What follows belongs to an exercise in optimizing a design on an open flow for small area, a short achievable clock period and few clock cycles per item; a production flow would make more cautious choices.
At most, simulation tests tie the RTL to the original design; equivalence was not proved.
The RTL of runs 1 to 4 was laid out without a check of its function.

$ cat design/flow/constraint.sdc
create_clock -name core_clock -period 12.0 [get_ports {clk}]
set_input_delay 2.4000 -clock core_clock [delete_from_list [all_inputs] [get_ports {clk}]]
set_output_delay 2.4000 -clock core_clock [all_outputs]
set_load 0.01 [all_outputs]
$ cat design/flow/run.sh
#!/bin/bash
# synth_recipe.tcl (not shown) runs the flow's synth.tcl, then flattens the netlist and writes it again
# the make line also repeats each setting of config.mk as NAME=value (left out here)
make -C /OpenROAD-flow-scripts/flow DESIGN_CONFIG=/design/flow/config.mk WORK_HOME=/design/flow/orfs CLKGATE_MAP_FILE= SYNTH_SCRIPT=/design/flow/synth_recipe.tcl finish
$ cat design/flow/config.mk
export PLATFORM = sky130hd
export DESIGN_NAME = vrm_alu
export DESIGN_NICKNAME = vrm_alu
export VERILOG_FILES = /design/flow/design.v
export SDC_FILE = /design/flow/constraint.sdc
export NUM_CORES = 4
export LEC_CHECK = 0
export CAP_MARGIN = 20
export CORE_MARGIN = 2
export CORE_UTILIZATION = 40
export SLEW_MARGIN = 20
$ cat design/flow/design.v
module vrm_alu (
    input  wire        clk,
    input  wire        rst,         
    input  wire        in_valid,
    output wire        in_ready,
    input  wire [2:0]  op,          
    input  wire [39:0] tmp,         
    input  wire [39:0] mem,         
    output reg         out_valid,
    output reg  [39:0] res,         
    output reg  [1:0]  status,      
    output reg  [1:0]  cmp          
);
    localparam OP_AD = 3'd0;
    localparam OP_SB = 3'd1;
    localparam OP_ML = 3'd2;
    localparam OP_MD = 3'd3;
    localparam OP_DV = 3'd4;
    localparam OP_CP = 3'd5;
    localparam ST_OK     = 2'd0;
    localparam ST_OVF    = 2'd1;
    localparam ST_NONNUM = 2'd2;
    localparam C_EQUAL = 2'd0;
    localparam C_LESS  = 2'd1;
    localparam C_MORE  = 2'd2;
    function is_digit(input [7:0] ch);
        is_digit = ~ch[7] & ~ch[6] & ch[5] & ch[4] & (~ch[3] | (~ch[2] & ~ch[1]));
    endfunction
    function [1:0] cmp40(input [39:0] a, input [39:0] b);
        integer i, n;
        reg [63:0] l, e;
        begin
            l = 64'd0;
            e = {64{1'b1}};
            for (i = 0; i < 40; i = i + 1) begin
                l[i] = ~a[i] & b[i];
                e[i] = ~(a[i] ^ b[i]);
            end
            for (n = 64; n > 1; n = n / 2) begin
                for (i = 0; i < n / 2; i = i + 1) begin
                    l[i] = l[2*i+1] | (e[2*i+1] & l[2*i]);
                    e[i] = e[2*i+1] & e[2*i];
                end
            end
            cmp40 = {l[0], e[0]};
        end
    endfunction
    function [19:0] lo_nibs(input [39:0] w);
        lo_nibs = {w[35:32], w[27:24], w[19:16], w[11:8], w[3:0]};
    endfunction
    function [19:0] hi_nibs(input [39:0] w);
        hi_nibs = {w[39:36], w[31:28], w[23:20], w[15:12], w[7:4]};
    endfunction
    function [39:0] weave(input [19:0] h, input [19:0] n);
        weave = {h[19:16], n[19:16], h[15:12], n[15:12], h[11:8], n[11:8],
                 h[7:4], n[7:4], h[3:0], n[3:0]};
    endfunction
    function [39:0] ascii(input [19:0] n);
        ascii = weave(20'h33333, n);
    endfunction
    function [2:0] lzd(input [19:0] n);
        lzd = (n[19:16] != 0) ? 3'd0 :
              (n[15:12] != 0) ? 3'd1 :
              (n[11:8]  != 0) ? 3'd2 :
              (n[7:4]   != 0) ? 3'd3 :
              (n[3:0]   != 0) ? 3'd4 : 3'd5;
    endfunction
    function [19:0] dshl(input [19:0] n, input [2:0] k);
        case (k)
            3'd0: dshl = n;
            3'd1: dshl = {n[15:0], 4'd0};
            3'd2: dshl = {n[11:0], 8'd0};
            3'd3: dshl = {n[7:0], 12'd0};
            default: dshl = {n[3:0], 16'd0};
        endcase
    endfunction
    localparam S_IDLE = 2'd0;
    localparam S_A    = 2'd1;    
    localparam S_B    = 2'd2;    
    localparam S_C    = 2'd3;    
    localparam K_TMP  = 2'd0;    
    localparam K_ZERO = 2'd1;    
    localparam K_ADD  = 2'd2;    
    reg [1:0]  state;
    reg        v1;               
    reg [1:0]  kind;
    reg        sub_r;            
    reg [1:0]  st_r;
    reg [1:0]  cmp_r;
    reg        is_dv;
    reg        first;
    reg        ovf;
    reg [2:0]  pos;              
    reg [19:0] q;                
    reg [19:0] x;                
    reg [19:0] th;               
    wire [19:0] an = lo_nibs(tmp);
    wire [19:0] bn = lo_nibs(mem);
    wire a_num = is_digit(tmp[39:32]) & is_digit(tmp[31:24]) & is_digit(tmp[23:16]) &
                 is_digit(tmp[15:8])  & is_digit(tmp[7:0]);
    wire b_num = is_digit(mem[39:32]) & is_digit(mem[31:24]) & is_digit(mem[23:16]) &
                 is_digit(mem[15:8])  & is_digit(mem[7:0]);
    wire both_num = a_num & b_num;
    wire b_zero = (mem == 40'h3030303030);
    wire [1:0] le = cmp40(tmp, mem);
    wire eq = le[0];
    wire lt = le[1];
    wire [1:0] cmp_in = eq ? C_EQUAL : lt ? C_LESS : C_MORE;
    wire [2:0] lza = lzd(an);
    wire [2:0] lzb = lzd(bn);
    reg        ml_big;
    reg  [2:0] kdiv;             
    reg  [2:0] nbm1;             
    always @(*) begin
        ml_big = 1'b0;
        case ({lza, lzb})
            6'o00, 6'o01, 6'o02, 6'o03, 6'o10, 6'o11, 6'o12, 6'o20, 6'o21, 6'o30:
                ml_big = 1'b1;
            default: ml_big = 1'b0;
        endcase
        case ({lza, lzb})
            6'o01, 6'o12, 6'o23, 6'o34: kdiv = 3'd1;
            6'o02, 6'o13, 6'o24:        kdiv = 3'd2;
            6'o03, 6'o14:               kdiv = 3'd3;
            6'o04:                      kdiv = 3'd4;
            default:                    kdiv = 3'd0;
        endcase
        case (lzb)
            3'd0: nbm1 = 3'd4;
            3'd1: nbm1 = 3'd3;
            3'd2: nbm1 = 3'd2;
            3'd3: nbm1 = 3'd1;
            default: nbm1 = 3'd0;
        endcase
    end
    wire       ml_zero = (lza == 3'd5) | (lzb == 3'd5);
    wire       is_divop = (op == OP_DV) | (op == OP_MD);
    reg        go_iter;
    reg [1:0]  kind_in;
    reg [1:0]  st_in;
    always @(*) begin
        go_iter = 1'b0;
        kind_in = K_TMP;
        st_in   = ST_OK;
        if (op == OP_CP) begin
            kind_in = K_TMP;
        end else if (is_divop && b_zero) begin
            st_in = ST_OVF;
        end else if (!both_num) begin
            st_in = ST_NONNUM;
        end else if (op == OP_AD || op == OP_SB) begin
            kind_in = K_ADD;
        end else if (op == OP_ML) begin
            if (ml_big)       st_in = ST_OVF;
            else if (ml_zero) kind_in = K_ZERO;
            else              go_iter = 1'b1;
        end else begin
            if (lt) kind_in = (op == OP_DV) ? K_ZERO : K_TMP;
            else    go_iter = 1'b1;
        end
    end
    wire        ml_it = (op == OP_ML) & both_num & ~ml_big & ~ml_zero;
    wire [19:0] x_in  = (op == OP_ML) ? an : is_divop ? dshl(bn, kdiv) : bn;
    wire [19:0] q_in  = ml_it ? 20'd0 : an;
    wire [19:0] th_in = ml_it ? dshl(bn, lzb) : hi_nibs(tmp);
    wire [2:0]  pos_in = (op == OP_ML) ? nbm1 : kdiv;
    wire        iter = (state != S_IDLE);
    wire        is_mul = ~sub_r;
    wire [23:0] x1  = {4'd0, x};
    wire [23:0] x2, x4, x8;
    vrm_bcd_dbl u_d2 (.x(x1), .y(x2));
    vrm_bcd_dbl u_d4 (.x(x2), .y(x4));
    vrm_bcd_dbl u_d8 (.x(x4), .y(x8));
    wire [23:0] ea  = !iter ? x1 : (state == S_A) ? x8 : x2;
    wire [23:0] eb  = (state == S_A) ? x4 : x1;
    wire [20:0] ua, ub;
    vrm_bcd_as u_ua (.p(q), .e(ea), .sub(sub_r), .r(ua));
    vrm_bcd_as u_ub (.p(q), .e(eb), .sub(sub_r), .r(ub));
    wire [3:0]  dig = th[19:16];         
    wire        ta  = (state == S_C) ? 1'b0 :
                      sub_r ? ~ua[20] : ((state == S_A) ? dig[3] : dig[1]);
    wire        tb  = sub_r ? ~ub[20] :
                      ((state == S_A) ? dig[2] : (state == S_B) ? dig[0] : 1'b1);
    wire [19:0] sel = ta ? ua[19:0] : tb ? ub[19:0] : q;
    wire        sel_ovf = is_mul & ((ta & ua[20]) | (~ta & tb & ub[20]));
    wire        need_c = (state == S_B) & ta & (sub_r | dig[0]);
    wire        pos_end = (state == S_C) | ((state == S_B) & ~need_c);
    wire        done    = pos_end & (pos == 3'd0);
    wire [19:0] qd_old = first ? 20'd0 : lo_nibs(res);
    wire [19:0] qd_new = (state == S_A) ? {qd_old[15:0], ta, ~ta & tb, 2'b00} :
                         (state == S_B) ? {qd_old[19:2], ta, ~ta & tb} :
                                          {qd_old[19:1], tb};
    wire        ovf_all = ovf | sel_ovf | (pos_end & (pos != 3'd0) & (sel[19:16] != 4'd0));
    assign in_ready = (state == S_IDLE) |
                      ((pos == 3'd0) & ((state == S_C) |
                                        ((state == S_B) & is_mul & ~(dig[1] & dig[0]))));
    wire accept = in_valid & in_ready;
    reg [39:0] res1;
    reg [1:0]  st1;
    always @(*) begin
        case (kind)
            K_ZERO: begin res1 = ascii(20'd0); st1 = ST_OK; end
            K_ADD: begin
                res1 = ua[20] ? weave(th, q) : ascii(ua[19:0]);
                st1  = ua[20] ? ST_OVF : ST_OK;
            end
            default: begin res1 = weave(th, q); st1 = st_r; end
        endcase
    end
    wire [39:0] res_it = !done ? ascii(qd_new) :
                         sub_r ? ascii(is_dv ? qd_new : sel) :
                         ovf_all ? ascii(x) : ascii(sel);
    wire [1:0]  st_it  = (!sub_r & ovf_all) ? ST_OVF : ST_OK;
    always @(posedge clk) begin
        res    <= iter ? res_it : res1;
        status <= iter ? st_it  : st1;
        cmp    <= cmp_r;
        if (in_ready) begin
            q     <= q_in;
            x     <= x_in;
            th    <= th_in;
            pos   <= pos_in;
            kind  <= kind_in;
            st_r  <= st_in;
            cmp_r <= cmp_in;
            sub_r <= (op != OP_AD) & (op != OP_ML);
            is_dv <= (op == OP_DV);
            first <= 1'b1;
            ovf   <= 1'b0;
        end else begin
            first <= 1'b0;
            ovf   <= ovf_all;
            q     <= (pos_end & ~sub_r) ? {sel[15:0], 4'd0} : sel;
            if (pos_end) begin
                pos <= pos - 3'd1;
                if (sub_r) x  <= {4'd0, x[19:4]};
                else       th <= {th[15:0], 4'd0};
            end
        end
        if (rst) begin
            state     <= S_IDLE;
            v1        <= 1'b0;
            out_valid <= 1'b0;
        end else begin
            out_valid <= v1 | (iter & done);
            v1        <= accept & ~go_iter;
            if (accept)
                state <= go_iter ? S_A : S_IDLE;
            else if (iter & done)
                state <= S_IDLE;
            else case (state)
                S_A:     state <= S_B;
                S_B:     state <= need_c ? S_C : S_A;
                S_C:     state <= S_A;
                default: state <= S_IDLE;
            endcase
        end
    end
endmodule
module vrm_bcd_dbl (
    input  wire [23:0] x,
    output wire [23:0] y
);
    wire [5:0] co;
    genvar i;
    generate
        for (i = 0; i < 6; i = i + 1) begin : g
            wire d3 = x[i*4+3], d2 = x[i*4+2], d1 = x[i*4+1], d0 = x[i*4];
            wire m2 = (d2 & ~d1 & ~d0) | (d3 & d0);
            wire m1 = (~d2 & d1) | (d2 & d1 & d0) | (d3 & ~d0);
            wire m0 = (~d3 & ~d2 & d0) | (d2 & d1 & ~d0) | (d3 & ~d0);
            assign co[i] = d3 | (d2 & (d1 | d0));
            if (i == 0) begin : z
                assign y[3:0] = {m2, m1, m0, 1'b0};
            end else begin : nz
                assign y[i*4 +: 4] = {m2, m1, m0, co[i-1]};
            end
        end
    endgenerate
endmodule
module vrm_bcd_as (
    input  wire [19:0] p,
    input  wire [23:0] e,
    input  wire        sub,
    output wire [20:0] r
);
    wire [4:0] gg, pp;           
    wire [5:0] c;                
    wire [3:0] r0 [0:4];         
    wire [3:0] r1 [0:4];         
    genvar i;
    generate
        for (i = 0; i < 5; i = i + 1) begin : g_d
            wire [3:0] ed = e[i*4 +: 4];
            wire [3:0] ea = {ed[3] ^ (ed[2] | ed[1]), ~(ed[2] ^ ed[1]), ~ed[1], ed[0]};
            wire [3:0] ee = sub ? ~ed : ea;
            wire [3:0] pd = p[i*4 +: 4];
            wire [3:0] gb = pd & ee;
            wire [3:0] tb = pd ^ ee;
            wire k1 = gb[0];
            wire k2 = gb[1] | (tb[1] & gb[0]);
            wire k3 = gb[2] | (tb[2] & gb[1]) | (tb[2] & tb[1] & gb[0]);
            wire j1 = gb[0] | tb[0];
            wire j2 = gb[1] | (tb[1] & j1);
            wire j3 = gb[2] | (tb[2] & gb[1]) | (tb[2] & tb[1] & j1);
            wire [3:0] s0 = tb ^ {k3, k2, k1, 1'b0};
            wire [3:0] s1 = tb ^ {j3, j2, j1, 1'b1};
            assign gg[i] = gb[3] | (tb[3] & k3);
            assign pp[i] = &tb;
            wire o1 = gg[i] | pp[i];
            assign r0[i] = gg[i] ? s0 : {~(s0[3] ^ (s0[2] & s0[1])), s0[2] ^ s0[1], ~s0[1], s0[0]};
            assign r1[i] = o1    ? s1 : {~(s1[3] ^ (s1[2] & s1[1])), s1[2] ^ s1[1], ~s1[1], s1[0]};
            assign r[i*4 +: 4] = c[i] ? r1[i] : r0[i];
        end
    endgenerate
    assign c[0] = sub;
    assign c[1] = gg[0] | (pp[0] & c[0]);
    assign c[2] = gg[1] | (pp[1] & gg[0]) | (pp[1] & pp[0] & c[0]);
    assign c[3] = gg[2] | (pp[2] & gg[1]) | (pp[2] & pp[1] & gg[0]) | (pp[2] & pp[1] & pp[0] & c[0]);
    assign c[4] = gg[3] | (pp[3] & c[3]);
    assign c[5] = gg[4] | (pp[4] & gg[3]) | (pp[4] & pp[3] & c[3]);
    assign r[20] = (sub ? ~c[5] : c[5]) | (|e[23:20]);
endmodule
==> run summary, run 1 <==
synth warn 2; max cap viols 0; Worst Reg-to-Reg Cells 24; synthesized instance count 2030; FFs w/ async S/R, synth 0%; Clock Pin Slew Worst Setup and Hold Paths 60 ps; via count 15900; Final HPWL DP 44.2 mm; Primary FF master, synth dfxtp_1; maximum clock rate 0.122 GHz; Site Rows 71; effective utilization at floorplan 40.4%; Arr. time, crit path 8470 ps; post-route ant nets 0; CTS sink cnt 121; hold endpoint cmp[0]$_DFF_P_; first-pass GRT wire length 88.7 mm; routed wire length 57.4 mm; # port buffers 131; Yosys reg bits 121; total CTS buffers 17; CP Capture Type flip-flop; Startpoint Class flip-flop; Seq/Total Area, Yosys 19.4%; total global routing overflow 0; layout cells sized above 1 5.42%; P&R area growth vs syn 14.6%; post-synthesis cell area 0.0151 mm2; Hold Startpoint cmp_r[0]$_SDFFCE_PP0N_; I/O pin total 132; slew margin rel. 26.2%; post-layout util 46.3%; post-cts sizing count 0; fillcell total 3766; commonest non-fill, non-tap cell in the layout nand2_1; commonest non-fill, non-tap cells in the layout 217 x nand2_1, 181 x nor2_1, 167 x o21ai_0, 158 x a21oi_1, 150 x inv_1; Setup-failing EPs final 0; routability-driven placement congestion ratio 0.937; Worst-Skew Late Latency 430 ps; Synthesized Nets 2270; peak fanout along the critical path 16; WS Path Type flip-flop to flip-flop; Post-synth EDFFs 51; ANT cells 0; slew at the pin closest to its max-slew limit 1110 ps; setup TNS 0 ps; syn avg cell area 7.44 um2; die area 0.0393 mm2; Die X 198 um; DRT iter0 DRCs 1932; number of global-route vias before repair 15300; wire per inst 22.1 um; Detailed Routing Iterations Pass 1 7; post-CTS setup buffer count 0; vias per inst 6.13; CTS max path bufs 2; Critical R2R Capture res[18]$_DFF_P_; FF-to-FF Start x[0]$_DFFE_PP_; WHS Path Cells 0; Final Hold Viols 0; RSZ-0062 raised after global routing false; hold_buf cts 0; clock skew 13.0 ps; fin. max-slew vios 0; NumNets Final 2312; HP Class flip-flop to flip-flop; worst reg2reg setup slack 3820 ps; Final Instance Count excl. Fillers 2596; die height 198 um; count of cell types in the netlist 98; drc violations 0; Total GRT Usage 29.2%; H-tree Lvls 4; Worst EP required 12290 ps; Core ar. 0.0374 mm2; CTS tree yes; Period minus WS final 8180 ps; status complete, no violations; clk root buf clkbuf_16; placed insts 2564; initial antenna violation count 0; crit share post-route 68.1%; largest net degree at the start of global routing 68
## registers in the layout, indices dropped and copies added, names as in the netlist
signal,cells
ovf,1
cmp,2
x,20
state,2
res,40
kind,2
status,2
q,20
th,20
v1,1
first,1
is_dv,1
pos,3
st_r,2
out_valid,1
cmp_r,2
sub_r,1
## metrics by stage
step / area, um2 / hold WS [ps] / setup slack [ps]
after global routing: 17300 / 374 / 3290
after CTS: 17300 / 349 / 4000
final: 17300 / 346 / 3820
after detailed placement: 16700 / 330 / 4040
after global placement: 16700 / 330 / 4200
after floorplan: 15100 / 323 / 5910
## Yosys cell counts (21+ instances only)
cell      instances  area, um2
nand4_1          21        131
a221oi_1         29        254
nor3_1           31        155
nand3_1          51        255
a211oi_1         22        165
clkbuf_1         87        327
dfxtp_1          70       1400
o21ai_1          26        130
o21ai_0         167        836
xor2_1           32        280
inv_1           150        563
edfxtp_1         51       1530
a21oi_1         158        791
xnor2_1          58        508
nor2_1          183        687
nor2b_1          22        138
fa_1             30        601
a21o_1           45        338
o22ai_1          24        150
a31oi_1          21        131
ha_1            124       1550
nand2_1         217        815
mux2i_1          44        440
## worst max-delay path by stage
stage	startpoint	end	slack [ps]	depth (start not counted)
4_1_cts	x[0]$_DFFE_PP_	res[25]$_DFF_P_	4000	24
3_3_place_gp	x[0]$_DFFE_PP_	res[9]$_DFF_P_	4200	24
6_report	x[0]$_DFFE_PP_	res[18]$_DFF_P_	3820	24
2_1_floorplan	x[5]$_DFFE_PP_	x[0]$_DFFE_PP_	5910	25
3_5_place_dp	x[0]$_DFFE_PP_	res[9]$_DFF_P_	4040	24
5_1_grt	x[0]$_DFFE_PP_	res[9]$_DFF_P_	3290	24
## cell families (layout without fill, tap and decap cells)
family	count (synthesis)	in the layout	synth area share (%)
buf+inv	285	340	7.46
mux	62	62	4.33
compound gates	675	675	29.3
xor+xnor	90	90	5.22
fa+ha+maj	154	154	14.2
flops	121	121	19.4
simple gates	643	643	20.0
## per-layer routing
| metal | part of all wire [%] | global-route usage, % | up-vias |
|---|---|---|---|
| met5 | 0 | 0 | - |
| met4 | 3.7 | 11.4 | 0 |
| met3 | 8.4 | 4.77 | 113 |
| met2 | 46 | 47.7 | 800 |
| met1 | 42 | 38.4 | 7553 |
| li1 | - | - | 7459 |
## area by class of cell
cell class	count	area (um2)	area share (%)
Multi-Input combinational cell	1624	11100	64.0
Sequential cell	121	2930	16.9
Timing Repair Buffer	155	1490	8.62
Tap cell	511	639	3.69
Inverter	153	574	3.32
Clock buffer	19	453	2.62
Clock inverter	13	133	0.766
## critical path, cell delays in order (launching register included)
cell,delay [ps]
edfxtp_1,620
or2_2,400
a21oi_1,720
o21ai_0,180
a211oi_1,640
a21oi_1,150
o31ai_1,660
inv_1,100
ha_1,300
nand2_1,50
o21a_1,140
ha_1,380
a21oi_1,120
fa_1,500
and2_1,200
a22oi_1,190
a31o_1,480
a21oi_2,130
o21ai_0,390
o21a_1,560
o211ai_1,180
buf_4,210
nand2b_1,300
o221ai_1,290
o221ai_1,160
==> run 2: changes to the inputs <==
--- a/design/flow/config.mk
+++ b/design/flow/config.mk
@@ -8,4 +8,5 @@
 export CAP_MARGIN = 20
 export CORE_MARGIN = 2
 export CORE_UTILIZATION = 40
+export SETUP_SLACK_MARGIN = 5
 export SLEW_MARGIN = 20
==> run 2 against run 1 <==
Compared with the run above:
- flip-flop and latch count stayed put
- non-clock buffer count is 15 higher
- critical endpoint is now res[3]$_DFF_P_
==> run summary, run 2 <==
Top reg by flops res; effective utilization at floorplan 40.4% (unchanged); Startpoint Class flip-flop; synthesized instance count 2030 (unchanged); CTS max path bufs 2 (unchanged); FFs w/ async S/R, synth 0% (unchanged); post-layout util 46.8% (+0.54 points); CP Capture Type flip-flop; DRT iter0 DRCs 1810 (-6.3%); WS Path Type flip-flop to flip-flop; Final Hold Viols 0 (unchanged); H-tree Lvls 4 (unchanged); first-pass GRT wire length 88.9 mm (+0.31%); Final HPWL DP 44.2 mm (unchanged); initial antenna violation count 0 (unchanged); slew at the pin closest to its max-slew limit 1120 ps (+8.68 ps); count of cell types in the netlist 98 (unchanged); peak fanout along the critical path 26 (+10); routed wire length 58.0 mm (+0.98%); die height 198 um (unchanged); NumNets Final 2327 (+0.65%); number of global-route vias before repair 15300 (+0.078%); HP Class flip-flop to flip-flop; Worst EP required 12310 ps (+20 ps); Setup-failing EPs final 0 (unchanged); Core ar. 0.0374 mm2 (unchanged); clock skew 13.8 ps (+0.789 ps); I/O pin total 132 (unchanged); commonest non-fill, non-tap cells in the layout 217 x nand2_1, 181 x nor2_1, 164 x o21ai_0, 156 x a21oi_1, 150 x inv_1; wire per inst 22.2 um (+0.40%); fin. max-slew vios 0 (unchanged); Seq/Total Area, Yosys 19.4% (unchanged); ANT cells 0 (unchanged); DP Worst Slack 4040 ps (unchanged); clk root buf clkbuf_16; die area 0.0393 mm2 (unchanged); total CTS buffers 17 (unchanged); syn avg cell area 7.44 um2 (unchanged); synth warn 2 (unchanged); drc violations 0 (unchanged); routability-driven placement congestion ratio 0.937 (unchanged); max cap viols 0 (unchanged); crit share post-route 55.8% (-12 points); RSZ-0062 raised after global routing false; slew margin rel. 25.7% (-0.58 points); Arr. time, crit path 7000 ps (-1470 ps); Synthesized Nets 2270 (unchanged); via count 16200 (+1.6%); CTS tree yes; Worst-Skew Late Latency 430 ps (about the same); Period minus WS final 6690 ps (-1480 ps); largest net degree at the start of global routing 68 (unchanged); maximum clock rate 0.149 GHz (+22%); vias per inst 6.19 (+0.99%); CTS sink cnt 121 (unchanged); Die X 198 um (unchanged); P&R area growth vs syn 15.9%; Site Rows 71 (unchanged); Primary FF master, synth dfxtp_1; post-route ant nets 0 (unchanged); Clock Pin Slew Worst Setup and Hold Paths 60 ps (about the same); number of flip-flops under the largest register name 40 (unchanged); Yosys top cell area share 10.3% (unchanged); ranking of synthesized cells by area ha_1 10%, edfxtp_1 10%, dfxtp_1 9.3%; # port buffers 131 (unchanged); status complete, no violations; most area-hungry cell type in the Yosys netlist ha_1; most frequent cell after synthesis nand2_1; Total GRT Usage 29.3% (+0.087 points); Yosys reg bits 121 (unchanged); worst setup margin 5310 ps (+1480 ps); synth cell count leaders 217 x nand2_1, 183 x nor2_1, 167 x o21ai_0; commonest non-fill, non-tap cell in the layout nand2_1; Post-synth EDFFs 51 (unchanged); post-synthesis cell area 0.0151 mm2 (unchanged); Detailed Routing Iterations Pass 1 7 (unchanged); total global routing overflow 0 (unchanged); setup TNS 0 ps (unchanged); layout cells sized above 1 6.62% (+1.2 points)
run 2: final timing paths:
kind                                              from             end  slack (ps)  cells after the start
worst max register to register          x[1]$_DFFE_PP_  res[3]$_DFF_P_        5310                     25
worst max-delay path                    x[1]$_DFFE_PP_  res[3]$_DFF_P_        5310                     25
worst min-delay path            cmp_r[0]$_SDFFCE_PP0N_  cmp[0]$_DFF_P_         350                      0
worst min register to register  cmp_r[0]$_SDFFCE_PP0N_  cmp[0]$_DFF_P_         350                      0
run 2: through the flow:
step | hold WS (ps) | cell area, um2 | std cells
final | 346 | 17500 | 2611
after global routing | 374 | 17500 | 2611
after CTS | 349 | 17300 | 2598
after detailed placement | 330 | 16700 | 2564
after global placement | 330 | 16700 | 2564
after floorplan | 323 | 15100 | 2030
run 2: cells by family (layout without fill, tap and decap cells):
kind of cell               Yosys count  after routing  synth area share (%)
AOI/OAI and AO/OA                  675            675                  29.3
xor gates and xnor gates            90             90                  5.22
adders and majority gates          154            154                  14.2
buffers and inverters              285            355                  7.46
DFF                                121            121                  19.4
muxes                               62             62                  4.33
and+or+nand+nor                    643            643                  20.0
run 2: worst max-delay path: stages, from the launching register on:
cell      delay [ps]
edfxtp_1         480
or2_2            360
a21oi_4          330
nor2_1           110
nor2_1           110
a311oi_1          60
a211o_1          340
or2_2            290
o21ai_0          220
a21oi_1          140
ha_1             330
o21ai_0          180
ha_1             330
a21oi_1          220
fa_1             450
nand2_1           90
a211o_1          300
a31o_2           300
a21o_1           210
o211a_1          170
o21ai_4          180
buf_4            360
mux2_2           430
or3_1            360
o211ai_1          90
a21oi_1           90
run 2: repair_timing:
| action | 4_1_cts | 5_1_grt |
|---|---|---|
| hold buffers | 0 | 0 |
| setup endpoints to repair | 73 | 60 |
| gates resized for setup | 8 | 12 |
| buffers inserted | 2 | 13 |
run 2: layer usage:
| layer | part of all wire, % | GRT usage, % | vias up |
|---|---|---|---|
| met3 | 8.4 | 4.53 | 141 |
| met2 | 45 | 47.9 | 852 |
| met1 | 42 | 38.7 | 7694 |
| li1 | - | - | 7488 |
| met5 | 0 | 0 | - |
| met4 | 4.0 | 11.4 | 0 |
run 2: layout make-up:
class,count,area (um2)
repair buffers,170,1600
well taps,511,639
clock inverters,13,133
clock buffers,19,453
flip-flops and latches,121,2930
fillers,3752,19900
multi-input cells,1624,11200
inverters,153,574
==> run 3: changes to the inputs <==
--- a/design/flow/config.mk
+++ b/design/flow/config.mk
@@ -7,6 +7,7 @@
 export LEC_CHECK = 0
 export CAP_MARGIN = 20
 export CORE_MARGIN = 2
-export CORE_UTILIZATION = 40
+export CORE_UTILIZATION = 60
+export PLACE_DENSITY = 0.75
 export SETUP_SLACK_MARGIN = 5
 export SLEW_MARGIN = 20
==> run 3 against run 2 <==
Compared with the run above:
- core utilization is 23 points higher
- hold slack better by 2.7 ps
- critical endpoint is now res[2]$_DFF_P_
- first-iteration DRC count is 38% higher
- global-route usage is 12 points higher
- still clean
==> run summary, run 3 <==
clock skew 15.6 ps (+1.83 ps); post-synthesis xor/xnor area fraction 5.22% (unchanged); worst reg2reg setup slack 5260 ps (-50 ps); WS Path Type flip-flop to flip-flop; slew margin rel. 33.4% (+7.8 points); Worst-Skew Late Latency 440 ps (about the same); Post-Synth Simple-Gate Area 20.0% (unchanged); effective utilization at floorplan 60.5% (+20 points); main combinational cell family by area after synthesis compound AO/OA/AOI/OAI gates; CTS sink cnt 121 (unchanged); max cap viols 0 (unchanged); CP startpoint x[10]$_DFFE_PP_; Site Rows 58 (-18%); vias per inst 6.80 (+9.8%); number of cells on the critical path 23 (-8.0%); Post-synth EDFFs 51 (unchanged); CP bufs+invs 1 (unchanged); Multi-input gate area 0.0112 mm2 (about the same); post-route ant nets 0 (unchanged); routability-driven placement congestion ratio 1.02 (+8.5%); hold_buf cts 0 (unchanged); register area 0.00293 mm2 (unchanged); Yosys top cell area share 10.3% (unchanged); status complete, no violations; die area 0.0265 mm2 (-33%); Clock Pin Slew Worst Setup and Hold Paths 70 ps (about the same); Worst Reg-to-Reg Cells 23 (-8.0%); Seq/Total Area, Yosys 19.4% (unchanged); fin. max-slew vios 0 (unchanged); critical path's largest stage delay 700 ps (+220 ps); P&R area growth vs syn 15.1%; DRT iter0 DRCs 2489 (+38%); Yosys reg bits 121 (unchanged); H-tree Lvls 4 (unchanged); setup TNS 0 ps (unchanged); fillcell total 2111 (-44%); most frequent cell after synthesis nand2_1; post-layout util 69.7% (+23 points); mux share of post-synthesis cell area 4.33% (unchanged); critical path endpoint res[2]$_DFF_P_; largest net degree at the start of global routing 69 (+1.5%); FF-to-FF Start x[10]$_DFFE_PP_; crit share post-route 56.2% (+0.43 points); Top reg by flops res; CTS max path bufs 2 (unchanged); Critical R2R Capture res[2]$_DFF_P_; commonest non-fill, non-tap cell in the layout nand2_1; Arr. time, crit path 7060 ps (+60 ps); Synth Area in Adders 14.2% (unchanged); critical path's top delay family compound AO/OA/AOI/OAI gates; commonest non-fill, non-tap cells in the layout 216 x nand2_1, 182 x nor2_1, 166 x o21ai_0, 156 x a21oi_1, 150 x inv_1; Core ar. 0.0250 mm2 (-33%); most area-hungry cell type in the Yosys netlist ha_1; Setup-failing EPs final 0 (unchanged); Period minus WS final 6740 ps (+51.6 ps); slew at the pin closest to its max-slew limit 998 ps (-117 ps); post-synthesis cell area 0.0151 mm2 (unchanged); via count 16600 (+2.8%); wire per inst 22.7 um (+2.4%); ranking of synthesized cells by area ha_1 10%, edfxtp_1 10%, dfxtp_1 9.3%; CTS tree yes; Hold WS 349 ps (+2.70 ps); maximum clock rate 0.148 GHz (-0.77%); syn avg cell area 7.44 um2 (unchanged); synth warn 2 (unchanged); die height 163 um (-18%); number of flip-flops under the largest register name 40 (unchanged); Final HPWL DP 41.5 mm (-6.2%); drc violations 0 (unchanged); first-pass GRT wire length 84.1 mm (-5.4%); layout cells sized above 1 7.14% (+0.52 points); Total GRT Usage 40.8% (+12 points); count of cell types in the netlist 98 (unchanged); Startpoint Class flip-flop; FFs w/ async S/R, synth 0% (unchanged); Die X 163 um (-18%); ordered list of cells on the worst path o21ai_1 -> nand2_1 -> nor3b_1 -> a22o_1 -> o21ai_0 -> o211ai_1 -> o21a_1 -> o21ai_0 -> ha_1 -> nand2_1 -> o21a_1 -> ha_1 -> a21oi_1 -> fa_1 -> inv_1 -> a31o_2 -> a21o_1 -> xnor2_2 -> nor2_4 -> o21ai_1 -> and2_1 -> a221oi_1 -> a21o_1; HP Class flip-flop to flip-flop; RSZ-0062 raised after global routing false; ANT cells 0 (unchanged); total global routing overflow 0 (unchanged); Worst EP required 12320 ps (about the same); peak fanout along the critical path 14 (-46%); # port buffers 131 (unchanged); critical path's slowest cell edfxtp_1; CP Capture Type flip-flop; routed wire length 55.5 mm (-4.2%); total CTS buffers 17 (unchanged); Synth Area in Compound Gates 29.3% (unchanged); Synthesized Nets 2270 (unchanged); Primary FF master, synth dfxtp_1; Final Hold Viols 0 (unchanged); NumNets Final 2341 (+0.60%); synth cell count leaders 217 x nand2_1, 183 x nor2_1, 167 x o21ai_0; initial antenna violation count 0 (unchanged); clk root buf clkbuf_16; synthesized instance count 2030 (unchanged); number of global-route vias before repair 15300 (-0.37%); I/O pin total 132 (unchanged); Detailed Routing Iterations Pass 1 8 (+1)
run 3: cell counts after synthesis:
No cell type changed its count.
run 3: worst min-delay path by stage:
stage	start	depth (start not counted)	end	slack (ps)
after floorplan	cmp_r[0]$_SDFFCE_PP0N_	0	cmp[0]$_DFF_P_	320
after global routing	cmp_r[1]$_SDFFCE_PP0N_	0	cmp[1]$_DFF_P_	350
after CTS	cmp_r[1]$_SDFFCE_PP0N_	0	cmp[1]$_DFF_P_	350
after global placement	cmp_r[1]$_SDFFCE_PP0N_	0	cmp[1]$_DFF_P_	330
final	cmp_r[1]$_SDFFCE_PP0N_	0	cmp[1]$_DFF_P_	350
after detailed placement	cmp_r[1]$_SDFFCE_PP0N_	0	cmp[1]$_DFF_P_	330
run 3: through the flow:
stage                     setup WS [ps]  cells  cell area [um2]
final                              5260   2444            17400
after global routing               4930   2444            17400
after CTS                          5050   2418            17100
after detailed placement           4170   2384            16500
after global placement             4390   2384            16500
after floorplan                    5910   2030            15100
run 3: cell type report:
| cell class | count | area share [%] |
|---|---|---|
| repair buffers | 183 | 9.85 |
| well taps | 330 | 2.37 |
| clock buffers | 18 | 2.59 |
| inverters | 153 | 3.30 |
| multi-input cells | 1625 | 64.2 |
| clock inverters | 14 | 0.834 |
| flip-flops and latches | 121 | 16.9 |
run 3: kinds of logic after synthesis:
group                    Yosys count
XOR/XNOR                          90
adder cells (fa/ha/maj)          154
buffers and inverters            285
AND/OR/NAND/NOR                  643
AO/OA/AOI/OAI                    675
multiplexers                      62
flip-flops                       121
run 3: worst reg2reg max path: cells and delay by family (launching register included):
family                   cells  cell delay (ps)
AO/OA/AOI/OAI               13             3460
buffers and inverters        1               90
AND/OR/NAND/NOR              5             1120
flip-flops                   1              700
adder cells (fa/ha/maj)      3              960
XOR/XNOR                     1              290
run 3: metal layers:
layer	share of wire, %	wire length, um	vias up	track usage (%)
met5	0	0	-	0
met4	6.5	3590	0	22.1
met3	12	6470	271	8.63
met2	44	24500	1167	65.2
met1	38	20900	7662	51.7
li1	-	-	7520	-
run 3: repair_timing:
item                       CTS  global route
setup buffers                1            26
pin swaps                    1             2
hold endpoints to repair     0             0
setup endpoints to repair   73            71
cloned                       1             0
gates resized for setup     10             7
==> run 4: changes to the inputs <==
==> design/flow/flow/run.sh (new file) <==
#!/bin/bash
set -euo pipefail
bash standard.sh SETUP_SLACK_MARGIN=7 finish > standard_make.log 2>&1
==> design/flow/standard.sh (new file) <==
#!/bin/bash
# synth_recipe.tcl (not shown) runs the flow's synth.tcl, then flattens the netlist and writes it again
# the make line also repeats each setting of config.mk as NAME=value (left out here)
make -C /OpenROAD-flow-scripts/flow DESIGN_CONFIG=/design/flow/config.mk WORK_HOME=/design/flow/orfs CLKGATE_MAP_FILE= SYNTH_SCRIPT=/design/flow/synth_recipe.tcl "${@:-finish}"
--- a/design/flow/config.mk
+++ b/design/flow/config.mk
@@ -7,7 +7,5 @@
 export LEC_CHECK = 0
 export CAP_MARGIN = 20
 export CORE_MARGIN = 2
-export CORE_UTILIZATION = 60
-export PLACE_DENSITY = 0.75
-export SETUP_SLACK_MARGIN = 5
+export CORE_UTILIZATION = 40
 export SLEW_MARGIN = 20
removed: design/flow/run.sh
==> run 4 against run 3 <==
Compared with the run above:
- still clean
- final cell count rose by 14%
- critical path depth up 5
- clock skew about the same
==> run summary, run 4 <==
synthesized instance count 2030 (unchanged); commonest non-fill, non-tap cell in the layout nand2_1; Final Instance Count excl. Fillers 2779 (+14%); via count 17300 (+4.2%); number of global-route vias before repair 16300 (+6.7%); Core ar. 0.0374 mm2 (+50%); Worst-Skew Late Latency 430 ps (about the same); total CTS buffers 17 (unchanged); count of cell types in the netlist 98 (unchanged); DRT iter0 DRCs 2227 (-11%); Synth Area in Adders 14.2% (unchanged); DP Area 0.0169 mm2 (+2.4%); crit share post-route 47.7% (-8.5 points); post-synthesis xor/xnor area fraction 5.22% (unchanged); ranking of synthesized cells by area ha_1 10%, edfxtp_1 10%, dfxtp_1 9.3%; slew margin rel. 23.5% (-9.9 points); largest net degree at the start of global routing 79 (+14%); first-pass GRT wire length 95.2 mm (+13%); syn avg cell area 7.44 um2 (unchanged); post-route ant nets 0 (unchanged); fin. max-slew vios 0 (unchanged); synth warn 2 (unchanged); P&R area growth vs syn 35.4%; Die X 198 um (+22%); vias per inst 6.23 (-8.4%); Yosys reg bits 121 (unchanged); Post-synth EDFFs 51 (unchanged); die height 198 um (+22%); Final Instance Area 0.0205 mm2 (+18%); Worst Reg-to-Reg Cells 28 (+22%); ANT cells 0 (unchanged); Primary FF master, synth dfxtp_1; main combinational cell family by area after synthesis compound AO/OA/AOI/OAI gates; Detailed Routing Iterations Pass 1 6 (-2); Startpoint Class flip-flop; Worst EP required 12320 ps (about the same); initial antenna violation count 0 (unchanged); number of flip-flops under the largest register name 40 (unchanged); most area-hungry cell type in the Yosys netlist ha_1; Final Hold Viols 0 (unchanged); Synthesized Nets 2270 (unchanged); Post-Synth Simple-Gate Area 20.0% (unchanged); slew at the pin closest to its max-slew limit 1150 ps (+149 ps); WHS Path Cells 0 (unchanged); status complete, no violations; total global routing overflow 0 (unchanged); CTS max path bufs 2 (unchanged); Critical R2R Capture res[2]$_DFF_P_; hold_buf cts 0 (unchanged); Hold Startpoint cmp_r[0]$_SDFFCE_PP0N_; Yosys top cell area share 10.3% (unchanged); die area 0.0393 mm2 (+49%); commonest non-fill, non-tap cells in the layout 212 x nand2_1, 152 x nor2_1, 152 x buf_4, 146 x inv_1, 138 x a21oi_1; routability-driven placement congestion ratio 0.963 (-5.3%); maximum clock rate 0.175 GHz (+18%); FFs w/ async S/R, synth 0% (unchanged); RSZ-0062 raised after global routing true; Seq/Total Area, Yosys 19.4% (unchanged); setup TNS 0 ps (unchanged); I/O pin total 132 (unchanged); Synth Area in Compound Gates 29.3% (unchanged); synth cell count leaders 217 x nand2_1, 183 x nor2_1, 167 x o21ai_0; routed wire length 65.1 mm (+17%); peak fanout along the critical path 8 (-6); layout cells sized above 1 22.2% (+15 points); effective utilization at floorplan 40.4% (-20 points); Period minus WS final 5720 ps (-1020 ps); Arr. time, crit path 6040 ps (-1020 ps); Top reg by flops res; Clock Pin Slew Worst Setup and Hold Paths 80 ps (about the same); # port buffers 131 (unchanged); CP startpoint x[4]$_DFFE_PP_; wire per inst 23.4 um (+3.0%); Site Rows 71 (+22%); post-layout util 54.7% (-15 points); critical path's largest stage delay 410 ps (-290 ps); most frequent cell after synthesis nand2_1; FF-to-FF Start x[4]$_DFFE_PP_; CTS tree yes; H-tree Lvls 4 (unchanged); critical path's slowest cell edfxtp_1; drc violations 0 (unchanged); CP most frequent cell nand2_1; WS Path Type flip-flop to flip-flop; post-synthesis cell area 0.0151 mm2 (unchanged); placed insts 2567 (+7.7%); NumNets Final 2495 (+6.6%); Total GRT Usage 31.6% (-9.2 points); worst reg2reg setup slack 6280 ps (+1020 ps); HP Class flip-flop to flip-flop; Final HPWL DP 45.3 mm (+9.1%); CTS sink cnt 121 (unchanged); max cap viols 0 (unchanged); mux share of post-synthesis cell area 4.33% (unchanged); Setup-failing EPs final 0 (unchanged); hold endpoint cmp[0]$_DFF_P_; clock skew 15.6 ps (+0.00210 ps); fillcell total 3430 (+62%); CP Capture Type flip-flop; clk root buf clkbuf_16
## run 4: changes by cell type in the layout (fill, tap and decap cells not counted), moves of 18 or more
cell             previous run  this run
a21oi_1                   156       138
o21ai_0                   166       121
clkdlybuf4s50_1           131        91
o21ai_2                     4        22
nor2_1                    182       152
o21ai_1                    26        48
buf_6                       0        21
buf_4                      50       152
## run 4: through the flow
stage	worst slack [ps]	hold slack, ps
after floorplan	6800	323
after global placement	5170	348
after detailed placement	4980	333
after CTS	6430	363
after global routing	6170	366
final	6280	365
## run 4: repair_timing
| item | in CTS | in global routing |
|---|---|---|
| endpoints found under the setup margin | 135 | 130 |
| cloned | 7 | 7 |
| pin swaps | 55 | 68 |
| gates resized for setup | 220 | 212 |
| buffers inserted | 115 | 51 |
## run 4: worst max-delay path, delay by kind of cell, from the launching register on
kind / cells / cell delay, ps
buffers and inverters: 3 / 400
AO/OA/AOI/OAI: 14 / 2840
flip-flops: 1 / 410
AND/OR/NAND/NOR: 7 / 1030
XOR/XNOR: 1 / 150
adder cells (fa/ha/maj): 3 / 780
## run 4: how the worst max path moves through the flow
stage | to | depth (start not counted)
finish | res[2]$_DFF_P_ | 28
global route | res[3]$_DFF_P_ | 24
CTS | res[11]$_DFF_P_ | 26
detailed placement | res[18]$_DFF_P_ | 27
global placement | res[18]$_DFF_P_ | 26
floorplan | res[3]$_DFF_P_ | 26
## run 4: cell families after synthesis
group                    count (synthesis)
XOR/XNOR                                90
multiplexers                            62
buffers and inverters                  285
AO/OA/AOI/OAI                          675
adder cells (fa/ha/maj)                154
flip-flops                             121
AND/OR/NAND/NOR                        643
## run 4: per-layer routing
| layer | vias up | routed length (um) | global-route usage [%] |
|---|---|---|---|
| met4 | 0 | 3870 | 15.5 |
| met1 | 8199 | 26100 | 40.6 |
| li1 | 7850 | - | - |
| met3 | 234 | 6260 | 6.10 |
| met2 | 1036 | 28800 | 50.7 |
| met5 | - | 0 | 0 |
## run 4: layout make-up
cell class / instances / area, um2 / share of cell area [%]
multi-input cells: 1628 / 12500 / 61.0
well taps: 511 / 639 / 3.12
flip-flops and latches: 121 / 2930 / 14.3
inverters: 153 / 579 / 2.83
repair buffers: 334 / 3230 / 15.8
clock inverters: 15 / 169 / 0.826
clock buffers: 17 / 425 / 2.08
==> run 5: changes to the inputs <==
--- a/design/flow/design.v
+++ b/design/flow/design.v
@@ -26,6 +26,25 @@
     function is_digit(input [7:0] ch);
         is_digit = ~ch[7] & ~ch[6] & ch[5] & ch[4] & (~ch[3] | (~ch[2] & ~ch[1]));
     endfunction
+    function ge24(input [23:0] a, input [23:0] b);
+        integer i, n;
+        reg [31:0] l, e;
+        begin
+            l = 32'd0;
+            e = {32{1'b1}};
+            for (i = 0; i < 24; i = i + 1) begin
+                l[i] = ~a[i] & b[i];
+                e[i] = ~(a[i] ^ b[i]);
+            end
+            for (n = 32; n > 1; n = n / 2) begin
+                for (i = 0; i < n / 2; i = i + 1) begin
+                    l[i] = l[2*i+1] | (e[2*i+1] & l[2*i]);
+                    e[i] = e[2*i+1] & e[2*i];
+                end
+            end
+            ge24 = ~l[0];
+        end
+    endfunction
     function [1:0] cmp40(input [39:0] a, input [39:0] b);
         integer i, n;
         reg [63:0] l, e;
@@ -88,6 +107,7 @@
     reg [1:0]  st_r;
     reg [1:0]  cmp_r;
     reg        is_dv;
+    reg        swap;             
     reg        first;
     reg        ovf;
     reg [2:0]  pos;              
@@ -111,6 +131,7 @@
     reg        ml_big;
     reg  [2:0] kdiv;             
     reg  [2:0] nbm1;             
+    reg  [2:0] nam1;             
     always @(*) begin
         ml_big = 1'b0;
         case ({lza, lzb})
@@ -132,6 +153,13 @@
             3'd3: nbm1 = 3'd1;
             default: nbm1 = 3'd0;
         endcase
+        case (lza)
+            3'd0: nam1 = 3'd4;
+            3'd1: nam1 = 3'd3;
+            3'd2: nam1 = 3'd2;
+            3'd3: nam1 = 3'd1;
+            default: nam1 = 3'd0;
+        endcase
     end
     wire       ml_zero = (lza == 3'd5) | (lzb == 3'd5);
     wire       is_divop = (op == OP_DV) | (op == OP_MD);
@@ -160,10 +188,11 @@
         end
     end
     wire        ml_it = (op == OP_ML) & both_num & ~ml_big & ~ml_zero;
-    wire [19:0] x_in  = (op == OP_ML) ? an : is_divop ? dshl(bn, kdiv) : bn;
+    wire [19:0] x_in  = (op == OP_ML) ? (swap_in ? bn : an) : is_divop ? dshl(bn, kdiv) : bn;
     wire [19:0] q_in  = ml_it ? 20'd0 : an;
-    wire [19:0] th_in = ml_it ? dshl(bn, lzb) : hi_nibs(tmp);
-    wire [2:0]  pos_in = (op == OP_ML) ? nbm1 : kdiv;
+    wire        swap_in = (lza > lzb);
+    wire [19:0] th_in = ml_it ? (swap_in ? an : bn) : hi_nibs(tmp);
+    wire [2:0]  pos_in = (op == OP_ML) ? (swap_in ? nam1 : nbm1) : kdiv;
     wire        iter = (state != S_IDLE);
     wire        is_mul = ~sub_r;
     wire [23:0] x1  = {4'd0, x};
@@ -176,7 +205,8 @@
     wire [20:0] ua, ub;
     vrm_bcd_as u_ua (.p(q), .e(ea), .sub(sub_r), .r(ua));
     vrm_bcd_as u_ub (.p(q), .e(eb), .sub(sub_r), .r(ub));
-    wire [3:0]  dig = th[19:16];         
+    wire [3:0]  dig = (pos == 3'd0) ? th[3:0]   : (pos == 3'd1) ? th[7:4] :
+                      (pos == 3'd2) ? th[11:8]  : (pos == 3'd3) ? th[15:12] : th[19:16];
     wire        ta  = (state == S_C) ? 1'b0 :
                       sub_r ? ~ua[20] : ((state == S_A) ? dig[3] : dig[1]);
     wire        tb  = sub_r ? ~ub[20] :
@@ -184,7 +214,12 @@
     wire [19:0] sel = ta ? ua[19:0] : tb ? ub[19:0] : q;
     wire        sel_ovf = is_mul & ((ta & ua[20]) | (~ta & tb & ub[20]));
     wire        need_c = (state == S_B) & ta & (sub_r | dig[0]);
-    wire        pos_end = (state == S_C) | ((state == S_B) & ~need_c);
+    wire        q_lt_x  = ~ge24({4'd0, q}, x1);
+    wire        a_end   = (state == S_A) & (sub_r ? q_lt_x : ~(dig[1] | dig[0]));
+    wire        pos_end = (state == S_C) | ((state == S_B) & ~need_c) | a_end;
+    wire [3:0]  dig_nx = (pos == 3'd1) ? th[3:0]  : (pos == 3'd2) ? th[7:4] :
+                         (pos == 3'd3) ? th[11:8] : th[15:12];
+    wire        nx_b   = ~sub_r & ~(dig_nx[3] | dig_nx[2]);
     wire        done    = pos_end & (pos == 3'd0);
     wire [19:0] qd_old = first ? 20'd0 : lo_nibs(res);
     wire [19:0] qd_new = (state == S_A) ? {qd_old[15:0], ta, ~ta & tb, 2'b00} :
@@ -193,7 +228,8 @@
     wire        ovf_all = ovf | sel_ovf | (pos_end & (pos != 3'd0) & (sel[19:16] != 4'd0));
     assign in_ready = (state == S_IDLE) |
                       ((pos == 3'd0) & ((state == S_C) |
-                                        ((state == S_B) & is_mul & ~(dig[1] & dig[0]))));
+                                        ((state == S_B) & ~sub_r & ~(dig[1] & dig[0])) |
+                                        ((state == S_A) & ~sub_r & ~(dig[1] | dig[0]))));
     wire accept = in_valid & in_ready;
     reg [39:0] res1;
     reg [1:0]  st1;
@@ -207,9 +243,9 @@
             default: begin res1 = weave(th, q); st1 = st_r; end
         endcase
     end
-    wire [39:0] res_it = !done ? ascii(qd_new) :
-                         sub_r ? ascii(is_dv ? qd_new : sel) :
-                         ovf_all ? ascii(x) : ascii(sel);
+    wire        md_last = ~is_dv & (pos == 3'd0);
+    wire [39:0] res_it = sub_r ? ascii(md_last ? sel : qd_new) :
+                         ovf_all ? ascii(swap ? th : x) : ascii(sel);
     wire [1:0]  st_it  = (!sub_r & ovf_all) ? ST_OVF : ST_OK;
     always @(posedge clk) begin
         res    <= iter ? res_it : res1;
@@ -225,6 +261,7 @@
             cmp_r <= cmp_in;
             sub_r <= (op != OP_AD) & (op != OP_ML);
             is_dv <= (op == OP_DV);
+            swap  <= swap_in;
             first <= 1'b1;
             ovf   <= 1'b0;
         end else begin
@@ -233,8 +270,7 @@
             q     <= (pos_end & ~sub_r) ? {sel[15:0], 4'd0} : sel;
             if (pos_end) begin
                 pos <= pos - 3'd1;
-                if (sub_r) x  <= {4'd0, x[19:4]};
-                else       th <= {th[15:0], 4'd0};
+                if (sub_r) x <= {4'd0, x[19:4]};
             end
         end
         if (rst) begin
@@ -246,14 +282,12 @@
             v1        <= accept & ~go_iter;
             if (accept)
                 state <= go_iter ? S_A : S_IDLE;
-            else if (iter & done)
+            else if (!iter | done)
                 state <= S_IDLE;
-            else case (state)
-                S_A:     state <= S_B;
-                S_B:     state <= need_c ? S_C : S_A;
-                S_C:     state <= S_A;
-                default: state <= S_IDLE;
-            endcase
+            else if (pos_end)
+                state <= nx_b ? S_B : S_A;
+            else
+                state <= (state == S_A) ? S_B : S_C;
         end
     end
 endmodule
==> design/flow/run.sh (new file) <==
#!/bin/bash
# synth_recipe.tcl (not shown) runs the flow's synth.tcl, then flattens the netlist and writes it again
# the make line also repeats each setting of config.mk as NAME=value (left out here)
make -C /OpenROAD-flow-scripts/flow DESIGN_CONFIG=/design/flow/config.mk WORK_HOME=/design/flow/orfs CLKGATE_MAP_FILE= SYNTH_SCRIPT=/design/flow/synth_recipe.tcl finish
--- a/design/flow/config.mk
+++ b/design/flow/config.mk
@@ -8,4 +8,5 @@
 export CAP_MARGIN = 20
 export CORE_MARGIN = 2
 export CORE_UTILIZATION = 40
+export SETUP_SLACK_MARGIN = 5
 export SLEW_MARGIN = 20
removed: design/flow/flow/run.sh
removed: design/flow/standard.sh
==> run 5 against run 4 <==
Compared with the run above:
- wire length grew 11%
- area after synthesis grew 7.9%
- core utilization shrank 7.0 points
- global-route usage grew 1.7 points
- hold slack lost 24 ps
- die area grew 7.8%
- synthesized cell count grew 2.1%
- critical endpoint is now res[10]$_DFF_P_
==> run summary, run 5 <==
status complete, no violations; DP Worst Slack 4180 ps (-798 ps); post-route ant nets 0 (unchanged); Critical R2R Capture res[10]$_DFF_P_; HP Class flip-flop to flip-flop; wire per inst 26.7 um (+14%); total global routing overflow 0 (unchanged); total CTS buffers 17 (unchanged); Clock Pin Slew Worst Setup and Hold Paths 60 ps (-20 ps); clock skew 16.4 ps (+0.838 ps); Yosys reg bits 122 (+0.83%); Final Instance Count excl. Fillers 2707 (-2.6%); Die X 206 um (+3.8%); synthesized instance count 2073 (+2.1%); layout cells sized above 1 8.75% (-13 points); Top reg by flops res; peak fanout along the critical path 48 (+40); die height 206 um (+3.8%); syn avg cell area 7.87 um2 (+5.7%); maximum clock rate 0.147 GHz (-16%); CTS max path bufs 2 (unchanged); placed insts 2618 (+2.0%); most area-hungry cell type in the Yosys netlist ha_1; worst reg2reg setup slack 5200 ps (-1080 ps); Seq/Total Area, Yosys 18.4% (-1.0 points); Site Rows 73 (+2.8%); count of cell types in the netlist 94 (-4.1%); effective utilization at floorplan 40.8% (+0.37 points); # port buffers 131 (unchanged); CP most frequent cell nand2_1; synth warn 2 (unchanged); post-synthesis cell area 0.0163 mm2 (+7.9%); max cap viols 0 (unchanged); initial antenna violation count 1 (+1); DP Area 0.0179 mm2 (+6.3%); critical path's largest stage delay 640 ps (+230 ps); commonest non-fill, non-tap cells in the layout 159 x nand2_1, 156 x a21oi_1, 150 x inv_1, 149 x o21ai_0, 149 x ha_1; slew at the pin closest to its max-slew limit 1040 ps (-103 ps); first-pass GRT wire length 105 mm (+11%); vias per inst 6.61 (+6.0%); DRT iter0 DRCs 2272 (+2.0%); largest net degree at the start of global routing 72 (-8.9%); fin. max-slew vios 0 (unchanged); Period minus WS final 6800 ps (+1080 ps); Setup-failing EPs final 0 (unchanged); Yosys top cell area share 11.4% (+1.2 points); CTS sink cnt 122 (+0.83%); Core ar. 0.0400 mm2 (+7.0%); ANT cells 0 (unchanged); commonest non-fill, non-tap cell in the layout nand2_1; routed wire length 72.2 mm (+11%); Final Instance Area 0.0191 mm2 (-6.6%); critical path's top delay family simple AND/OR/NAND/NOR gates; CP Capture Type flip-flop; CP bufs+invs 3 (unchanged); slew margin rel. 30.1% (+6.6 points); Arr. time, crit path 7080 ps (+1040 ps); H-tree Lvls 4 (unchanged); number of global-route vias before repair 16600 (+1.8%); clk root buf clkbuf_16; drc violations 0 (unchanged); Final Hold Viols 0 (unchanged); hold_buf cts 0 (unchanged); Startpoint Class flip-flop; crit share post-route 56.7% (+9.0 points); number of cells on the critical path 20 (-29%); Synthesized Nets 2338 (+3.0%); Worst-Skew Late Latency 440 ps (about the same); die area 0.0424 mm2 (+7.8%); ranking of synthesized cells by area ha_1 11%, edfxtp_1 10%, dfxtp_1 8.1%; Post-synth EDFFs 56 (+9.8%); NumNets Final 2434 (-2.4%); routability-driven placement congestion ratio 0.986 (+2.4%); WS Path Type flip-flop to flip-flop; worst setup margin 5200 ps (-1080 ps); RSZ-0062 raised after global routing true; CP startpoint state[1]$_SDFF_PP0_; fillcell total 3940 (+15%); CTS tree yes; via count 17900 (+3.3%); FF-to-FF Start state[1]$_SDFF_PP0_; critical path endpoint res[10]$_DFF_P_; synth cell count leaders 160 x a21oi_1, 160 x nand2_1, 154 x inv_1; critical path's slowest cell or4b_4; I/O pin total 132 (unchanged); Worst EP required 12270 ps (-50 ps); setup TNS 0 ps (unchanged); Primary FF master, synth dfxtp_1; Worst Reg-to-Reg Cells 20 (-29%); ordered list of cells on the worst path buf_4 -> clkinvlp_4 -> nand2_1 -> buf_4 -> or4_1 -> o221ai_1 -> ha_1 -> nand2_1 -> o21a_1 -> ha_1 -> a21oi_1 -> fa_1 -> nand2_1 -> o21ai_1 -> o21ai_4 -> nand3_4 -> or4b_4 -> nand3_2 -> nand3_2 -> a311oi_1; Detailed Routing Iterations Pass 1 8 (+2); Final HPWL DP 55.4 mm (+22%); P&R area growth vs syn 17.1%; Total GRT Usage 33.4% (+1.7 points); number of flip-flops under the largest register name 40 (unchanged); post-layout util 47.7% (-7.0 points); FFs w/ async S/R, synth 0% (unchanged)
[run 5: cell types whose count changed after synthesis, moves of 15 or more]
cell / before / now
ha_1: 124 / 149
o2bb2ai_1: 1 / 28
nor4_1: 19 / 35
nand3_1: 51 / 33
nor2_1: 183 / 127
o21ai_1: 26 / 7
mux2i_1: 44 / 94
nand2_1: 217 / 160
o21ai_0: 167 / 152
[run 5: how the worst min path moves through the flow]
stage | startpoint | endpoint | slack, ps | cells after the start
after floorplan | cmp_r[0]$_SDFFCE_PP0N_ | cmp[0]$_DFF_P_ | 320 | 0
after global placement | cmp_r[1]$_SDFFCE_PP0N_ | cmp[1]$_DFF_P_ | 330 | 0
after detailed placement | cmp_r[1]$_SDFFCE_PP0N_ | cmp[1]$_DFF_P_ | 330 | 0
after CTS | cmp_r[1]$_SDFFCE_PP0N_ | cmp[1]$_DFF_P_ | 340 | 0
after global routing | cmp_r[1]$_SDFFCE_PP0N_ | cmp[1]$_DFF_P_ | 370 | 0
final | cmp_r[1]$_SDFFCE_PP0N_ | cmp[1]$_DFF_P_ | 340 | 0
[run 5: kinds of logic (layout without fill, tap and decap cells)]
group,count (synthesis),in the layout,share of synthesized area (%)
adders and majority gates,181,181,15.2
DFF,122,122,18.4
muxes,104,104,6.46
xor gates and xnor gates,91,91,4.89
buffers and inverters,293,400,7.05
AOI/OAI and AO/OA,718,719,30.2
and+or+nand+nor,564,565,17.7
[run 5: timing repair]
item                                    in CTS  in global routing
buffers inserted                            18                 37
endpoints found under the setup margin      51                 54
pin swaps                                    2                  1
gates cloned                                 1                  1
gates resized for setup                     11                 24
[run 5: final cells by class]
class	count	area, um2	share of cell area [%]
Clock buffer	19	433	2.27
Multi-Input combinational cell	1660	12300	64.6
Sequential cell	122	3000	15.7
Tap cell	525	657	3.44
Timing Repair Buffer	213	1940	10.2
Inverter	155	586	3.07
Clock inverter	13	144	0.753
[run 5: stage by stage]
stage / hold slack [ps]
after floorplan: 323
after global placement: 325
after detailed placement: 330
after CTS: 345
after global routing: 366
final: 342
[run 5: layer usage]
| layer | share of wire, % | global-route usage [%] | vias up |
|---|---|---|---|
| met3 | 11 | 6.39 | 262 |
| met2 | 43 | 51.6 | 1183 |
| met1 | 39 | 42.8 | 8480 |
| met4 | 7.8 | 20.8 | 2 |
| met5 | 0.019 | 0 | - |
| li1 | - | - | 7960 |
Testbench counts of run 5, summed over its fixed seeds: cycles 8,499, ops 4,800.
==> run 6: changes to the inputs <==
--- a/design/flow/config.mk
+++ b/design/flow/config.mk
@@ -5,6 +5,7 @@
 export SDC_FILE = /design/flow/constraint.sdc
 export NUM_CORES = 4
 export LEC_CHECK = 0
+export ABC_AREA = 1
 export CAP_MARGIN = 20
 export CORE_MARGIN = 2
 export CORE_UTILIZATION = 40
==> run 6 against run 5 <==
Compared with the run above:
- hold slack better by 2.4 ps
- synthesized cell count increased by 12%
- global-route usage shrank 1.5 points
- sequential share of layout area rose by 1.3 points
- die area is 6.6% lower
- flip-flop and latch count did not move
- core utilization down 0.80 points
- register-to-register slack improved by 300 ps
- non-clock buffer count fell by 64
==> run summary, run 6 <==
Seq/Total Area, Yosys 19.7% (+1.3 points); Clock Pin Slew Worst Setup and Hold Paths 70 ps (about the same); # port buffers 131 (unchanged); post-synthesis cell area 0.0152 mm2 (-6.7%); CTS sink cnt 122 (unchanged); Arr. time, crit path 6690 ps (-390 ps); synthesized instance count 2312 (+12%); commonest non-fill, non-tap cell in the layout nand2_1; Synthesized Nets 2577 (+10%); effective utilization at floorplan 40.5% (-0.27 points); total CTS buffers 17 (unchanged); WS Path Type flip-flop to flip-flop; Site Rows 71 (-2.7%); drc violations 0 (unchanged); Yosys reg bits 122 (unchanged); HP Class flip-flop to flip-flop; synth cell count leaders 467 x nand2_1, 319 x inv_1, 269 x o21ai_0; CP most frequent cell nand2_1; vias per inst 5.76 (-13%); P&R area growth vs syn 15.9%; Hold WS 344 ps (+2.41 ps); setup TNS 0 ps (unchanged); Primary FF master, synth dfxtp_1; H-tree Lvls 4 (unchanged); post-route ant nets 0 (unchanged); Top reg by flops res; die area 0.0396 mm2 (-6.6%); CTS max path bufs 2 (unchanged); routability-driven placement congestion ratio 0.982 (-0.45%); top layer used by detailed routing met4; peak fanout along the critical path 33 (-31%); fillcell total 3917 (-0.58%); met3 wire len 5.32 mm (-31%); initial antenna violation count 1 (unchanged); Core ar. 0.0376 mm2 (-6.1%); Yosys top cell area share 12.3% (+0.82 points); I/O pin total 132 (unchanged); DP Area 0.0170 mm2 (-5.4%); RSZ-0062 raised after global routing false; most area-hungry cell type in the Yosys netlist ha_1; slew margin rel. 32.5% (+2.4 points); largest net degree at the start of global routing 74 (+2.8%); ranking of synthesized cells by area ha_1 12%, nand2_1 12%, edfxtp_1 11%; max cap viols 0 (unchanged); layout cells sized above 1 4.94% (-3.8 points); total global routing overflow 0 (unchanged); worst reg2reg setup slack 5500 ps (+300 ps); Startpoint Class flip-flop; critical path's largest stage delay 500 ps (-140 ps); CP Capture Type flip-flop; clk root buf clkbuf_16; ANT cells 0 (unchanged); number of global-route vias before repair 15800 (-4.9%); synth warn 2 (unchanged); Final Hold Viols 0 (unchanged); critical path's slowest cell fa_1; routed wire length 63.2 mm (-13%); DRT met1 WL 26.9 mm (-3.2%); DRT iter0 DRCs 2114 (-7.0%); Final HPWL DP 51.4 mm (-7.3%); post-CTS setup buffer count 0 (-18); status complete, no violations; Die X 199 um (-3.3%); syn avg cell area 6.58 um2 (-16%); Final Instance Area 0.0176 mm2 (-7.6%); most frequent cell after synthesis nand2_1; FFs w/ async S/R, synth 0% (unchanged); number of flip-flops under the largest register name 40 (unchanged); via count 16800 (-5.9%); clock skew 13.0 ps (-3.44 ps); die height 199 um (-3.3%); count of cell types in the netlist 64 (-32%); Setup-failing EPs final 0 (unchanged); Period minus WS final 6500 ps (-301 ps); Worst-Skew Late Latency 440 ps (about the same); WL met2 27.8 mm (-11%); maximum clock rate 0.154 GHz (+4.6%); slew at the pin closest to its max-slew limit 1010 ps (-36.8 ps); Detailed Routing Iterations Pass 1 7 (-1); Worst EP required 12190 ps (-80 ps); Post-synth EDFFs 56 (unchanged); CTS tree yes; wire per inst 21.6 um (-19%); commonest non-fill, non-tap cells in the layout 465 x nand2_1, 319 x inv_1, 266 x o21ai_0, 220 x nor2_1, 149 x ha_1; fin. max-slew vios 0 (unchanged); NumNets Final 2663 (+9.4%); crit share post-route 54.2% (-2.5 points); Total GRT Usage 31.9% (-1.5 points); first-pass GRT wire length 94.7 mm (-10%)
-- run 6: cells by family (layout without fill, tap and decap cells) --
family / Yosys count / in the layout / synth area share [%]
buffers and inverters: 413 / 512 / 10.4
muxes: 6 / 6 / 0.419
and+or+nand+nor: 888 / 888 / 24.4
adders and majority gates: 179 / 179 / 16.2
AOI/OAI and AO/OA: 620 / 620 / 23.9
DFF: 122 / 122 / 19.7
xor gates and xnor gates: 84 / 84 / 4.84
-- run 6: critical path, delay by kind of cell (launching register included) --
| kind | cells | cell delay, ps |
|---|---|---|
| compound gates | 6 | 1320 |
| fa+ha+maj | 3 | 1020 |
| buf+inv | 7 | 780 |
| flops | 1 | 480 |
| simple gates | 20 | 2670 |
-- run 6: layer usage --
metal  global-route usage (%)  vias up
met1                     42.9     7788
met2                     50.0      904
li1                         -     7986
met5                        0        -
met4                     15.1        0
met3                     4.80      153
-- run 6: through the flow --
stage | setup WS, ps | cells | utilization (%)
finish | 5500 | 2922 | 46.9
global route | 4960 | 2922 | 46.9
CTS | 5160 | 2922 | 46.8
detailed placement | 5180 | 2890 | 45.2
global placement | 5260 | 2890 | 45.2
floorplan | 6730 | 2312 | -
-- run 6: final cells by class --
type	instances	area [um2]	area share, %
Multi-Input combinational cell	1777	10700	60.7
Sequential cell	122	3000	17.0
Tap cell	511	639	3.62
Timing Repair Buffer	149	1450	8.20
Clock buffer	17	425	2.41
Inverter	331	1240	7.06
Clock inverter	15	175	0.993
-- run 6: what timing repair did --
item	CTS	global route
hold buffers	0	0
endpoints found under the setup margin	0	61
resized for setup	0	18
-- run 6: path summary, 6_finish.rpt --
check,startpoint,end,cells past startpoint
min reg2reg,cmp_r[0]$_SDFFCE_PP0N_,cmp[0]$_DFF_P_,0
min,cmp_r[0]$_SDFFCE_PP0N_,cmp[0]$_DFF_P_,0
max,x[6]$_DFFE_PP_,res[32]$_DFFE_PP_,36
max reg2reg,x[6]$_DFFE_PP_,res[32]$_DFFE_PP_,36

==> re-timing with driven ports <==
In the flow no input, the clock included, has a driving cell. The finished layouts below were timed again as built, in two steps.
Step 1, drivers: a clkbuf_16 drives clk and a buf_2 each remaining input, both assumed.
Step 2 moves the port delays by t, midway between the first and last clock arrival at a register: inputs arrive t later, outputs are due t later. That takes back most of the time a late clock gives input paths.
a / b / c = ideal ports / drivers / drivers and shift; a / b = the first two.
run | shift t [ns] | setup WS [ns] | worst setup path after step 2 | clock arrival spread, ns | worst register clock-pin slew, ns
run 1 | 0.472 | 3.823 / 3.823 / 3.823 | register to register | 0.013 / 0.013 | 0.07 / 0.07
run 2 | 0.471 | 5.308 / 5.308 / 5.187 | input to register | 0.014 / 0.014 | 0.06 / 0.06
run 3 | 0.474 | 5.256 / 5.256 / 5.256 | register to register | 0.016 / 0.017 | 0.08 / 0.08
run 4 | 0.472 | 6.276 / 6.276 / 6.276 | register to register | 0.016 / 0.016 | 0.08 / 0.08
run 5 | 0.472 | 5.198 / 5.198 / 5.028 | input to register | 0.016 / 0.016 | 0.07 / 0.07
run 6 | 0.481 | 5.498 / 5.498 / 5.498 | register to register | 0.013 / 0.013 | 0.07 / 0.07
After both steps setup and hold are still met in every run listed. For run 5, which loses most, drivers alone change the setup slack by 0.000 ns; drivers and shift together by -0.170 ns.
